Source: an optimization exercise on an open RTL-to-GDS flow (aim: small area, a short achievable clock period and few clock cycles). Production flows keep margins and buffers that such runs may drop. At most, simulation tests tie the RTL to the original design; equivalence was not proved. Power figures rest on the tool's default switching activity, not on a simulated workload.

==> job 461: inputs <==
// fpga_disp_ctrl
module fpga_disp_ctrl (
  input  wire        clk,
  input  wire        rst,        
  input  wire        ev_valid,
  output wire        ev_ready,
  input  wire [2:0]  ev_type,
  input  wire [7:0]  ev_data,
  output reg         intn,
  output reg         cdone,
  output reg         redraw,
  output reg         fb_we,
  output reg  [14:0] fb_addr,
  output reg  [7:0]  fb_data
);
  reg        rdy;           
  reg [2:0]  st;
  reg        cs, rst_l, sclk;
  reg        set0;          
  reg [8:0]  cnt;
  reg        aux;
  assign ev_ready = rdy;
  wire        rdy_i, set0_i, intn_i, redraw_i, we_i;
  wire [2:0]  st_i, st_b;
  wire [8:0]  cnt_i, cnt_b;
  wire [14:0] addr_i;
  wire [7:0]  data_i;
  wire        stall_b, aux_b, intn_b, we_b;
  wire        cs_fall, sclk_inc, sclk_hit, rst_fall, rst_rise;
  wire [5:0]  scnt_inc;
  fpga_disp_next u_next (
    .rdy(rdy), .st(st), .cs(cs), .rst_l(rst_l), .sclk(sclk), .set0(set0),
    .cnt(cnt), .aux(aux), .intn(intn), .redraw(redraw), .fb_we(fb_we),
    .fb_addr(fb_addr), .fb_data(fb_data),
    .rdy_i(rdy_i), .st_i(st_i), .set0_i(set0_i), .cnt_i(cnt_i), .intn_i(intn_i),
    .redraw_i(redraw_i), .we_i(we_i), .addr_i(addr_i), .data_i(data_i),
    .stall_b(stall_b), .st_b(st_b), .cnt_b(cnt_b), .aux_b(aux_b), .intn_b(intn_b),
    .we_b(we_b),
  ...
clock: 8.0 ns
lec_check: 0
abc_area: 1
cap_margin: 20
core_margin: 2
core_utilization: 40
cts_buf_list: sky130_fd_sc_hd__clkbuf_8
setup_slack_margin: 5
slew_margin: 20
synth_hierarchical: 1
synth_minimum_keep_size: 0
standard.sh (not shown) runs the stock make flow with config.mk's settings and CLKGATE_MAP_FILE= SYNTH_SCRIPT=/design/flow/synth_recipe.tcl, a recipe that flattens the netlist after the stock synthesis.
==> flow/flow/run.sh <==
#!/bin/bash
# Layout flow: the standard ORFS flow (standard.sh, unchanged synthesis,
# floorplan, power grid and tap cells), with two changes:
#  - the port buffers are plain buffers (buffer_ports -buffer_cell) instead of
#    the delay cells buffer_ports picks by default;
#  - settings from flow/extra.env, passed to make as VAR=value.
# Each tool's full output goes to a log file in this folder.
set -euo pipefail
here=$(pwd)
extra=()
if [[ -f flow/extra.env ]]; then
  while IFS= read -r line; do
    [[ -z "$line" || "$line" == \#* ]] && continue
    extra+=("$line")
  done < flow/extra.env
fi
bash standard.sh "${extra[@]}" finish > "$here/orfs_flow.log" 2>&1
==> flow/flow/extra.env <==
BUFFER_PORTS_ARGS=-buffer_cell sky130_fd_sc_hd__buf_2
SETUP_SLACK_MARGIN=5.4
==> job 8229 (differences from job 461) <==
--- a/flow/design.v
+++ b/flow/design.v
@@ -49,33 +49,51 @@
   wire       s_line  = st == 3'd4;
   wire       s_data  = st == 3'd5;
   wire       s_fill  = st[2:1] == 2'b11;
   wire [7:0] d = fb_data;             
   wire [7:0] exp_c =
-    (cpos == 5'd0)  ? "D" : (cpos == 5'd1)  ? "a" : (cpos == 5'd2)  ? "t" :
-    (cpos == 5'd3)  ? "e" : (cpos == 5'd4)  ? ":" : (cpos == 5'd5)  ? " " :
-    (cpos == 5'd6)  ? "D" : (cpos == 5'd7)  ? "e" : (cpos == 5'd8)  ? "c" :
-    (cpos == 5'd9)  ? " " : (cpos == 5'd10) ? "1" : (cpos == 5'd11) ? "0" :
-    (cpos == 5'd12) ? " " : (cpos == 5'd13) ? "2" : (cpos == 5'd14) ? "0" :
-    (cpos == 5'd15) ? "1" : (cpos == 5'd16) ? "4" : (cpos == 5'd17) ? " " :
-    (cpos == 5'd18) ? "0" : (cpos == 5'd19) ? "8" : (cpos == 5'd20) ? ":" :
-    (cpos == 5'd21) ? "3" : (cpos == 5'd22) ? "0" : 8'h00;
+    (cpos == 5'd0) ? "D" :
+    (cpos == 5'd1) ? "a" :
+    (cpos == 5'd3) ? "t" :
+    (cpos == 5'd7) ? "e" :
+    (cpos == 5'd14) ? ":" :
+    (cpos == 5'd28) ? " " :
+    (cpos == 5'd25) ? "D" :
+    (cpos == 5'd18) ? "e" :
+    (cpos == 5'd4) ? "c" :
+    (cpos == 5'd8) ? " " :
+    (cpos == 5'd17) ? "1" :
+    (cpos == 5'd2) ? "0" :
+    (cpos == 5'd5) ? " " :
+    (cpos == 5'd10) ? "2" :
+    (cpos == 5'd21) ? "0" :
+    (cpos == 5'd11) ? "1" :
+    (cpos == 5'd23) ? "4" :
+    (cpos == 5'd15) ? " " :
+    (cpos == 5'd30) ? "0" :
+    (cpos == 5'd29) ? "8" :
+    (cpos == 5'd27) ? ":" :
+    (cpos == 5'd22) ? "3" :
+    (cpos == 5'd13) ? "0" :
+    8'h00;
+  wire [4:0] cpos_inc = {cpos[3:0], ~(cpos[4] ^ cpos[2])};
+  wire       cpos_lt5 = cpos == 5'd0 || cpos == 5'd1 || cpos == 5'd3 || cpos == 5'd7 || cpos == 5'd14;
   reg [1:0] cmode_n;
   reg [4:0] cpos_n;
   always @(*) begin
     cmode_n = cmode;
     cpos_n  = cpos;
     case (cmode)
       C_MATCH: begin
         if (d == 8'h00) begin
-          if (cpos >= 5'd5) cmode_n = C_SET1;
+          if (!cpos_lt5) cmode_n = C_SET1;
           else cpos_n = 5'd0;
         end else if (d == exp_c) begin
-          cpos_n = cpos + 5'd1;
-          if (cpos == 5'd22) cmode_n = C_SET0;
+          cpos_n = cpos_inc;
+          if (cpos == 5'd13) cmode_n = C_SET0;
         end else begin
-          cmode_n = (cpos < 5'd5) ? C_SKIP : C_SET1;
+          cmode_n = cpos_lt5 ? C_SKIP : C_SET1;
         end
       end
       C_SKIP: begin
         if (d == 8'h00) begin
           cmode_n = C_MATCH;
@@ -180,12 +198,12 @@
       endcase
     end
   end
   assign cs_fall  = cs && !s_prog;
   assign sclk_inc = !sclk && !cs && s_prog;
-  assign sclk_hit = sclk_inc && scnt == 6'd50;
-  assign scnt_inc = scnt + 6'd1;
+  assign sclk_hit = sclk_inc && scnt == 6'd19;        
+  assign scnt_inc = {scnt[4:0], ~(scnt[5] ^ scnt[4])};
   assign rst_fall = rst_l;
   assign rst_rise = !rst_l;
 endmodule
 module fpga_disp_ctrl (
   input  wire        clk,
@@ -249,24 +267,22 @@
       intn   <= 1'b1;
       cdone  <= 1'b0;
       redraw <= 1'b0;
       fb_we  <= 1'b0;
     end else begin
-      rdy    <= acc ? !(e_b && stall_b) : rdy_i;
+      rdy    <= rdy_i && !(e_b && stall_b);
       st     <= e_r0 ? 3'd0 :
                 (e_c0 || (e_s1 && sclk_hit)) ? 3'd1 :
-                e_b ? st_b :
-                acc ? st : st_i;
-      cnt    <= e_r0 ? 9'd0 : e_b ? cnt_b : acc ? cnt : cnt_i;
+                e_b ? st_b : st_i;
+      cnt    <= e_r0 ? 9'd0 : e_b ? cnt_b : cnt_i;
       if (acc && ev_type == 3'd1) cs <= b0;
       if (e_r) rst_l <= b0;
       if (e_s) sclk <= b0;
       aux    <= e_b && aux_b;
       intn   <= e_r0 ? 1'b1 :
                 (e_c0 || (e_s1 && sclk_hit)) ? 1'b0 :
-                e_b ? intn_b :
-                acc ? intn : intn_i;
+                e_b ? intn_b : intn_i;
       cdone  <= (e_s1 && sclk_hit) ? 1'b1 : e_r1 ? 1'b0 : cdone;
       redraw <= e_n ? 1'b0 : redraw_i;
       fb_we  <= e_b ? we_b : we_i;
     end
     set0 <= set0_i;
==> flow/flow/extra.env (replaced) <==
BUFFER_PORTS_ARGS=-buffer_cell sky130_fd_sc_hd__buf_2
Settings changed: SETUP_SLACK_MARGIN 5 to 4.7.
==> summary of the runs <==
Job 461 went through all stages and came out clean. Job 8229 completed without violations. In flip-flop and latch count, job 8229 and job 461 do not differ. Against job 8229, the hold slack of job 461 is worse by 25 ps. First-iteration DRC count: job 461 is higher than job 8229 (about 28%). Of job 8229 and job 461, job 461 has the higher sequential power (gap about 9%, measured against job 461). Of job 461 and job 8229, job 461 has the higher routed wire length (gap 10%, measured against job 8229). In job 8229 the clock skew is higher than in job 461, by 1.7 ps. In job 461 the via count is larger than in job 8229, by about 9%. Against job 8229, the total power of job 461 is larger by about 50%. Synthesized cell count: job 461 is higher than job 8229 (about 8%). In job 461 the non-clock buffer count is higher than in job 8229, by 46.
==> figures <==
| quantity | job 461 | job 8229 |
|---|---|---|
| Sequential portion of the cell area | 15.1% | 17.8% |
| Post-synthesis mux area share | 1.56% | 1.65% |
| Unrepaired setup endpoints after global routing | true | false |
| Maximum number of pins on one net before global-route repair | 25 | 24 |
| Core area | 12500 um^2 | 11500 um^2 |
| Slew at the pin closest to its max-slew limit | 856 ps | 890 ps |
| Hold slack final | 465 ps | 491 ps |
| Required time of the critical path | 8260 ps | 8200 ps |
| Portion of the post-synthesis area used by sequential elements | 17.9% | 18.8% |
| Outcome | no timing/DRC/antenna violations | no timing/DRC/antenna violations |
| Clock Skews | 10.2 ps | 11.9 ps |
| Top cell by count, worst path | sky130_fd_sc_hd__nand2_2 | sky130_fd_sc_hd__nand2_1 |
| Via count normalized by instance count | 5.30 | 5.57 |
| Share of total power consumed by net switching | 34.1% | 29.3% |
| Placer Congestion | 0.938 | 0.935 |
| Die Outline Area | 13500 um^2 | 12800 um^2 |
| Cell area after placement | 5290 um^2 | 4970 um^2 |
| Relative slew slack | 42.5% | 39.9% |
| Detailed-routing wirelength on met1 | 7.27 mm | 6.57 mm |
| Tmin final | 2680 ps | 3040 ps |
| Worst R2R End | fb_addr[3] | fb_addr[6] |
Testbench counts of job 8229, summed over its fixed seeds: cycles 661,383.
The RTL of job 461 was laid out without a check of its function.

## separate check: timing with driven ports
How much do the figures lean on ideal ports? The routed layouts below were timed once more, with nothing changed but the port constraints.
Step 1: set_driving_cell puts a clkbuf_16 on clk and a buf_2 on each other input, an assumption about the parent block.
Step 2 moves the port delays by t, midway between the first and last clock arrival at a register: inputs arrive t later, outputs are due t later. That takes back most of the time a late clock gives input paths.
Three values: ideal ports, drivers, drivers and shift; two values: the first two.
| run | t (ns) | setup WS [ns] | slew at the worst register clock pin (ns) | worst slew at a driven data input, ns |
|---|---|---|---|---|
| job 461 | 0.351 | 5.321 / 5.321 / 5.117 | 0.10 / 0.10 | 0.03 |
| job 8229 | 0.348 | 4.965 / 4.940 / 4.713 | 0.10 / 0.10 | 0.03 |
After both steps every run listed still meets setup and hold. For job 8229, which loses most, drivers alone change the setup slack by -0.025 ns; drivers and shift together by -0.252 ns.
